This design comes from an exercise in tuning for small area, a short achievable clock period and few clock cycles on the open sky130 flow, not from production work.
Only simulation tests tie the RTL to the original design; equivalence was not proved.

==> flow/design.v <==
module rce_codec (
    input  wire        clk,
    input  wire        rst,         
    input  wire        start,
    input  wire [31:0] cmd,
    input  wire [4:0]  ilen,
    input  wire        ib_we,
    input  wire [3:0]  ib_addr,
    input  wire [7:0]  ib_wdata,
    input  wire [6:0]  ob_addr,
    output wire [7:0]  ob_rdata,
    output wire        busy,
    output reg         done,
    output reg  [2:0]  err,
    output reg  [7:0]  olen,
    output reg  [7:0]  errchar,
    output reg  [3:0]  errpos
);
    localparam [3:0] OPC_NOP = 4'h0;
    localparam [3:0] OPC_ENC = 4'h1;
    localparam [3:0] OPC_DEC = 4'h2;
    localparam [2:0] ERR_OK      = 3'd0;
    localparam [2:0] ERR_BASE    = 3'd1;
    localparam [2:0] ERR_CHAR    = 3'd2;
    localparam [2:0] ERR_ILLEGAL = 3'd4;
    localparam [2:0] S_IDLE   = 3'd0;
    localparam [2:0] S_DECODE = 3'd1;
    localparam [2:0] S_LOAD   = 3'd2;
    localparam [2:0] S_DIV    = 3'd3;
    localparam [2:0] S_STORE  = 3'd4;
    localparam [2:0] S_REV    = 3'd5;
    function [7:0] sym_for;
        input [6:0] d;
        begin
            if (d < 7'd10)       sym_for = 8'h30 + {1'b0, d};
            else if (d < 7'd36)  sym_for = 8'h61 + {1'b0, d} - 8'd10;
            else if (d < 7'd62)  sym_for = 8'h41 + {1'b0, d} - 8'd36;
            else if (d < 7'd77)  sym_for = 8'h21 + {1'b0, d} - 8'd62;
            else if (d < 7'd84)  sym_for = 8'h3A + {1'b0, d} - 8'd77;
            else if (d < 7'd90)  sym_for = 8'h5B + {1'b0, d} - 8'd84;
            else                 sym_for = 8'h7B + {1'b0, d} - 8'd90;
        end
    endfunction
    function [7:0] dig_for;
        input [7:0] c;
        begin
            if (c >= 8'h30 && c <= 8'h39)      dig_for = c - 8'h30;
            else if (c >= 8'h61 && c <= 8'h7A) dig_for = c - 8'h61 + 8'd10;
            else if (c >= 8'h41 && c <= 8'h5A) dig_for = c - 8'h41 + 8'd36;
            else if (c >= 8'h21 && c <= 8'h2F) dig_for = c - 8'h21 + 8'd62;
            else if (c >= 8'h3A && c <= 8'h40) dig_for = c - 8'h3A + 8'd77;
            else if (c >= 8'h5B && c <= 8'h60) dig_for = c - 8'h5B + 8'd84;
            else if (c >= 8'h7B && c <= 8'h7E) dig_for = c - 8'h7B + 8'd90;
            else                               dig_for = 8'h80;
        end
    endfunction
    reg [7:0]   ibuf [0:15];
    reg [7:0]   obuf [0:127];
    reg [2:0]   state;
    reg [31:0]  cmd_r;
    reg [4:0]   n;           
    reg [4:0]   idx;         
    reg         lead;        
    reg [127:0] acc;
    reg [6:0]   rem;         
    reg [6:0]   bitcnt;      
    reg [7:0]   wp;          
    reg [7:0]   zcnt;        
    reg [7:0]   lo, hi;      
    wire [3:0]  opc  = cmd_r[31:28];
    wire [2:0]  rsv  = cmd_r[27:25];
    wire [8:0]  fa   = cmd_r[24:16];
    wire [15:0] base = cmd_r[15:0];
    wire        is_enc = (opc == OPC_ENC);
    assign busy     = (state != S_IDLE);
    assign ob_rdata = obuf[ob_addr];
    wire [7:0]  in_c  = ibuf[idx[3:0]];
    wire [7:0]  in_d  = dig_for(in_c);
    wire        in_ok = !in_d[7] && ({8'd0, in_d} < base);
    wire [7:0]  dv_t  = {rem, acc[127]};
    wire        dv_q  = (dv_t >= base[7:0]);
    wire [7:0]  dv_r  = dv_q ? (dv_t - base[7:0]) : dv_t;
    wire [127:0] mac  = acc * base[6:0] + {120'd0, in_d};
    always @(posedge clk) begin
        if (ib_we && !busy)
            ibuf[ib_addr] <= ib_wdata;
    end
    always @(posedge clk) begin
        if (rst) begin
            state   <= S_IDLE;
            done    <= 1'b0;
            err     <= ERR_OK;
            olen    <= 8'd0;
            errchar <= 8'd0;
            errpos  <= 4'd0;
        end else begin
            case (state)
            S_IDLE: begin
                if (start) begin
                    cmd_r <= cmd;
                    n     <= ilen;
                    done  <= 1'b0;
                    state <= S_DECODE;
                end
            end
            S_DECODE: begin
                idx  <= 5'd0;
                lead <= 1'b1;
                acc  <= 128'd0;
                wp   <= 8'd0;
                zcnt <= 8'd0;
                if (rsv != 3'd0 || fa != 9'd0 ||
                    !(opc == OPC_NOP || opc == OPC_ENC || opc == OPC_DEC) ||
                    (opc == OPC_NOP && base != 16'd0)) begin
                    err     <= ERR_ILLEGAL;
                    errchar <= 8'd0;
                    errpos  <= 4'd0;
                    done    <= 1'b1;
                    state   <= S_IDLE;
                end else if (opc == OPC_NOP) begin
                    err     <= ERR_OK;
                    errchar <= 8'd0;
                    errpos  <= 4'd0;
                    done    <= 1'b1;
                    state   <= S_IDLE;
                end else if (base < 16'd2 || base > 16'd94) begin
                    err     <= ERR_BASE;
                    errchar <= 8'd0;
                    errpos  <= 4'd0;
                    olen    <= 8'd0;
                    done    <= 1'b1;
                    state   <= S_IDLE;
                end else begin
                    state   <= S_LOAD;
                end
            end
            S_LOAD: begin
                if (idx == n) begin
                    if (is_enc) begin
                        rem    <= 7'd0;
                        bitcnt <= 7'd0;
                        state  <= (acc == 128'd0) ? S_REV : S_DIV;
                    end else begin
                        state  <= S_STORE;
                    end
                    lo <= zcnt;
                    hi <= wp - 8'd1;
                end else if (is_enc) begin
                    if (lead && in_c == 8'd0) begin
                        obuf[wp[6:0]] <= sym_for(7'd0);
                        wp   <= wp + 8'd1;
                        zcnt <= zcnt + 8'd1;
                    end else begin
                        lead <= 1'b0;
                    end
                    acc <= {acc[119:0], in_c};
                    idx <= idx + 5'd1;
                end else begin
                    if (!in_ok) begin
                        err     <= ERR_CHAR;
                        errchar <= in_c;
                        errpos  <= idx[3:0];
                        olen    <= 8'd0;
                        done    <= 1'b1;
                        state   <= S_IDLE;
                    end else begin
                        if (lead && in_d == 8'd0) begin
                            obuf[wp[6:0]] <= 8'h00;
                            wp   <= wp + 8'd1;
                            zcnt <= zcnt + 8'd1;
                        end else begin
                            lead <= 1'b0;
                        end
                        acc <= mac;
                        idx <= idx + 5'd1;
                    end
                end
            end
            S_DIV: begin
                acc    <= {acc[126:0], dv_q};
                rem    <= dv_r[6:0];
                bitcnt <= bitcnt + 7'd1;
                if (bitcnt == 7'd127) begin
                    obuf[wp[6:0]] <= sym_for(dv_r[6:0]);
                    wp     <= wp + 8'd1;
                    hi     <= wp;
                    rem    <= 7'd0;
                    if ({acc[126:0], dv_q} == 128'd0)
                        state <= S_REV;
                end
            end
            S_STORE: begin
                if (acc == 128'd0) begin
                    state <= S_REV;
                end else begin
                    obuf[wp[6:0]] <= acc[7:0];
                    wp  <= wp + 8'd1;
                    hi  <= wp;
                    acc <= {8'd0, acc[127:8]};
                end
            end
            S_REV: begin
                if (lo < hi && hi != 8'hFF) begin
                    obuf[lo[6:0]] <= obuf[hi[6:0]];
                    obuf[hi[6:0]] <= obuf[lo[6:0]];
                    lo <= lo + 8'd1;
                    hi <= hi - 8'd1;
                end else begin
                    err     <= ERR_OK;
                    errchar <= 8'd0;
                    errpos  <= 4'd0;
                    olen    <= wp;
                    done    <= 1'b1;
                    state   <= S_IDLE;
                end
            end
            default: state <= S_IDLE;
            endcase
        end
    end
endmodule
==> flow/run.sh <==
#!/bin/bash
# synth_recipe.tcl (not shown) runs the flow's synth.tcl, then flattens the netlist and writes it again
# the make line also repeats each setting of config.mk as NAME=value (left out here)
make -C /OpenROAD-flow-scripts/flow DESIGN_CONFIG=/design/flow/config.mk WORK_HOME=/design/flow/orfs CLKGATE_MAP_FILE= SYNTH_SCRIPT=/design/flow/synth_recipe.tcl finish
==> flow/config.mk <==
export PLATFORM = sky130hd
export DESIGN_NAME = rce_codec
export DESIGN_NICKNAME = rce_codec
export VERILOG_FILES = /design/flow/design.v
export SDC_FILE = /design/flow/constraint.sdc
export NUM_CORES = 4
export LEC_CHECK = 0
export CAP_MARGIN = 20
export CORE_MARGIN = 2
export CORE_UTILIZATION = 40
export PLACE_DENSITY = 0.6
export SLEW_MARGIN = 20
==> flow/constraint.sdc <==
create_clock -name core_clock -period 12.0 [get_ports {clk}]
set_input_delay 2.4000 -clock core_clock [delete_from_list [all_inputs] [get_ports {clk}]]
set_output_delay 2.4000 -clock core_clock [all_outputs]
set_load 0.01 [all_outputs]
==> results.txt <==
## sequential cells by signal, summed over array words and instances, names as in the netlist, 5 cells and up, named ones only
| signal | cells |
|---|---|
| olen | 8 |
| zcnt | 8 |
| wp | 8 |
| cmd_r | 32 |
| hi | 8 |
| acc | 128 |
| rem | 7 |
| errchar | 8 |
| obuf | 1024 |
| bitcnt | 7 |
| lo | 8 |
| ibuf | 128 |
| idx | 5 |
| n | 5 |
## metal layers
metal,global-route usage [%],vias up
met4,14.0,36
met3,7.21,1125
met2,43.2,5843
met1,36.9,44200
met5,0,-
li1,-,33900
## cells by family (layout without fill, tap and decap cells)
kind of cell	Yosys count	in the layout	share of synthesized area [%]
muxes	2138	2138	29.5
and+or+nand+nor	1941	1941	8.20
buffers and inverters	1461	1159	4.79
DFF	1414	1414	35.9
AOI/OAI and AO/OA	1137	1137	6.36
adders and majority gates	921	921	13.8
xor gates and xnor gates	177	177	1.33
other	0	20	0
## through the flow
stage	worst slack, ps	hold WS (ps)
2_1_floorplan	1570	476
3_3_place_gp	1250	441
3_5_place_dp	1190	450
4_1_cts	1070	455
5_1_grt	158	473
6_report	926	449
## worst min-delay path by stage
stage                  to  cells after the start        from  slack, ps
6_report       errchar[2]                      2  errchar[2]        450
5_1_grt        errchar[5]                      2  errchar[5]        470
4_1_cts        errchar[2]                      2  errchar[2]        450
3_5_place_dp   errchar[2]                      2  errchar[2]        450
3_3_place_gp   errchar[4]                      2  errchar[4]        440
2_1_floorplan      err[0]                      2      err[0]        480
## cell type report
cell class	instances	share of cell area [%]
Antenna cell	20	0.0395
Clock buffer	210	3.51
Clock inverter	83	0.569
Inverter	580	1.72
Multi-Input combinational cell	6314	55.0
Sequential cell	1414	33.2
Tap cell	3900	3.85
Timing Repair Buffer	286	2.15
## cell usage in the layout (no fill, tap or decap), drive strengths merged, types with 89 or more instances in the layout
master and count:
mux4 1045, o21ai 396, nor2 219, ha 301
buf 198, nand3 93, mux2i 1059, xnor2 96
nand2 768, and2 525, clkbuf 211, a222oi 111
inv 580, a21oi 230, edfxtp 1369, a21o 89
fa 620
## worst max-delay path, delay by kind of cell (launching register included)
| family | cells | cell delay [ps] |
|---|---|---|
| AOI/OAI and AO/OA | 16 | 5340 |
| adders and majority gates | 5 | 1940 |
| buffers and inverters | 4 | 590 |
| DFF | 1 | 900 |
| muxes | 1 | 620 |
| and+or+nand+nor | 4 | 1420 |
==> results_dict.tcl <==
set metrics [dict create \
    rows 198 \
    cts_root_buf "clkbuf_16" \
    numCtsBuffers 168 \
    synth-edff-count 1369 \
    grt_max_degree 129 \
    place_inst 12500 \
    cts_num_sinks 1414 \
    fill_cells 26600 \
    synth_top_cell_by_area "edfxtp_1" \
    cts_hold_buf 0 \
    syn_area_sq_um 117000 \
    post-cts-setup-buffers 0 \
    placed_area_sq_um 121000 \
    clk_latency_ps 900 \
    fin_nets 9745 \
    critPathArrivalTime_ps 11650 \
    antenna_left 0 \
    final_max_slew_viol_count 0 \
    ff_latch_area_sq_um 42000 \
    cp_max_fo 33 \
    ioPinCount 93 \
    grt_first_pass_wirelength_microns 610000 \
    cts_tree "built" \
    portBuffers 92 \
    routabilityCongestion 0.955 \
    antenna_found_initial 36 \
    grt_usage_pct 28.1 \
    slowest_stage "dfxtp_2" \
    fin_util_pct 43.6 \
    cap_violations 0 \
    hold_viol_final 0 \
    cp.required_ps 12580 \
    ys_top_cells_by_area "edfxtp_1 35%, mux4_2 20%, fa_1 11%" \
    syn_nets 10200 \
    drc 0 \
    m1WireLength_microns 156000 \
    status "finished clean" \
    grt_overflow 0 \
    reg2regPathDepth 30 \
    r2r-end "acc[125]" \
    synth-seq-cells 1414 \
    min_period_ps 11070 \
    hold_class "flop to flop" \
    cts_max_level 4 \
    via_per_inst 6.65 \
    start_util_pct 40.2 \
    synth_top_cell_area_share_pct 35.2 \
    synth.avg_cell_area_sq_um 12.7 \
    async_reset_ff_share_pct 0 \
    critPathMostFrequentCell "o21ai_0" \
    wl_per_cell_microns 32.9 \
    die_w_microns 545 \
    worst_slew_pin_slew_ps 1240 \
    clk_path_buf_depth 4 \
    num_vias 85100 \
    fin_skew_ps 62.7 \
    dr_wl_met2_microns 191000 \
    netlist_instances 9189 \
    final_layout_size_suffix_gt1_share_pct 18.0 \
    multi_input_area_sq_um 69700 \
    syn2layout_area_growth_pct 8.43 \
    synthTopCellsByCount "1369 x edfxtp_1, 1059 x mux2i_1, 1045 x mux4_2, 768 x nand2_1, 694 x clkbuf_1" \
    fmaxAchievable_mhz 90.3 \
    rsz0062_at_grt "no" \
    clkTransAtPathRegs_ps 60 \
    setup_viol 0 \
    cpPeakStageDelay_ps 900 \
    routed.top_layer "met5" \
    post-dp-hpwl_microns 277000 \
    ys_types 86 \
    r2r_slack_ps 930 \
    ys_warn_count 1 \
    timing_worst_setup_path_type "flop to flop" \
    design.core.area_sq_um 291000 \
    start_kind "flop" \
    chipHeight_microns 545 \
    grt_pass1_vias 84300 \
    drt_iter0_drc 12700 \
    final_area_sq_um 127000 \
    dieArea_sq_um 297000 \
    totalNegativeSetupSlack_ps 0 \
    synth_top_flop_cell "edfxtp_1" \
    end_kind "flop" \
    period_share_pct 92.3 \
    wirelength_microns 421000 \
    cts_resized 0 \
    yosys.cell_count.top_type "edfxtp_1" \
    drtPass1Iterations 11 \
    endpoint "acc[125]" \
    slew_headroom_pct 17.0 \
    yosysSeqAreaShare_pct 35.9 \
    fin_cells 12800 \
    met3WireLength_microns 50300 \
]
Testbench counts, summed over its fixed seeds: cycles 343,371.

afterwards: timing with drivers on the ports:
The flow's constraints put no driver on any port. The routed layout listed below was extracted and timed again, unchanged, in two steps. Step 1 assumes that a clkbuf_16 drives the clock port and a buf_2 every other input. Step 2 also shifts input and output timing later by t, the mid clock arrival at the registers, as if the neighbouring blocks saw the same clock. a / b / c = no drivers / after step 1 / after step 2; a / b = the first two.
t, ns: 0.961
slack for setup (ns): 0.926 / 0.926 / 0.926
hold slack, ns: 0.449 / 0.449 / 0.449
After both steps this run still meets setup and hold. For this run, drivers alone change the setup slack by 0.000 ns; drivers and shift together by 0.000 ns.
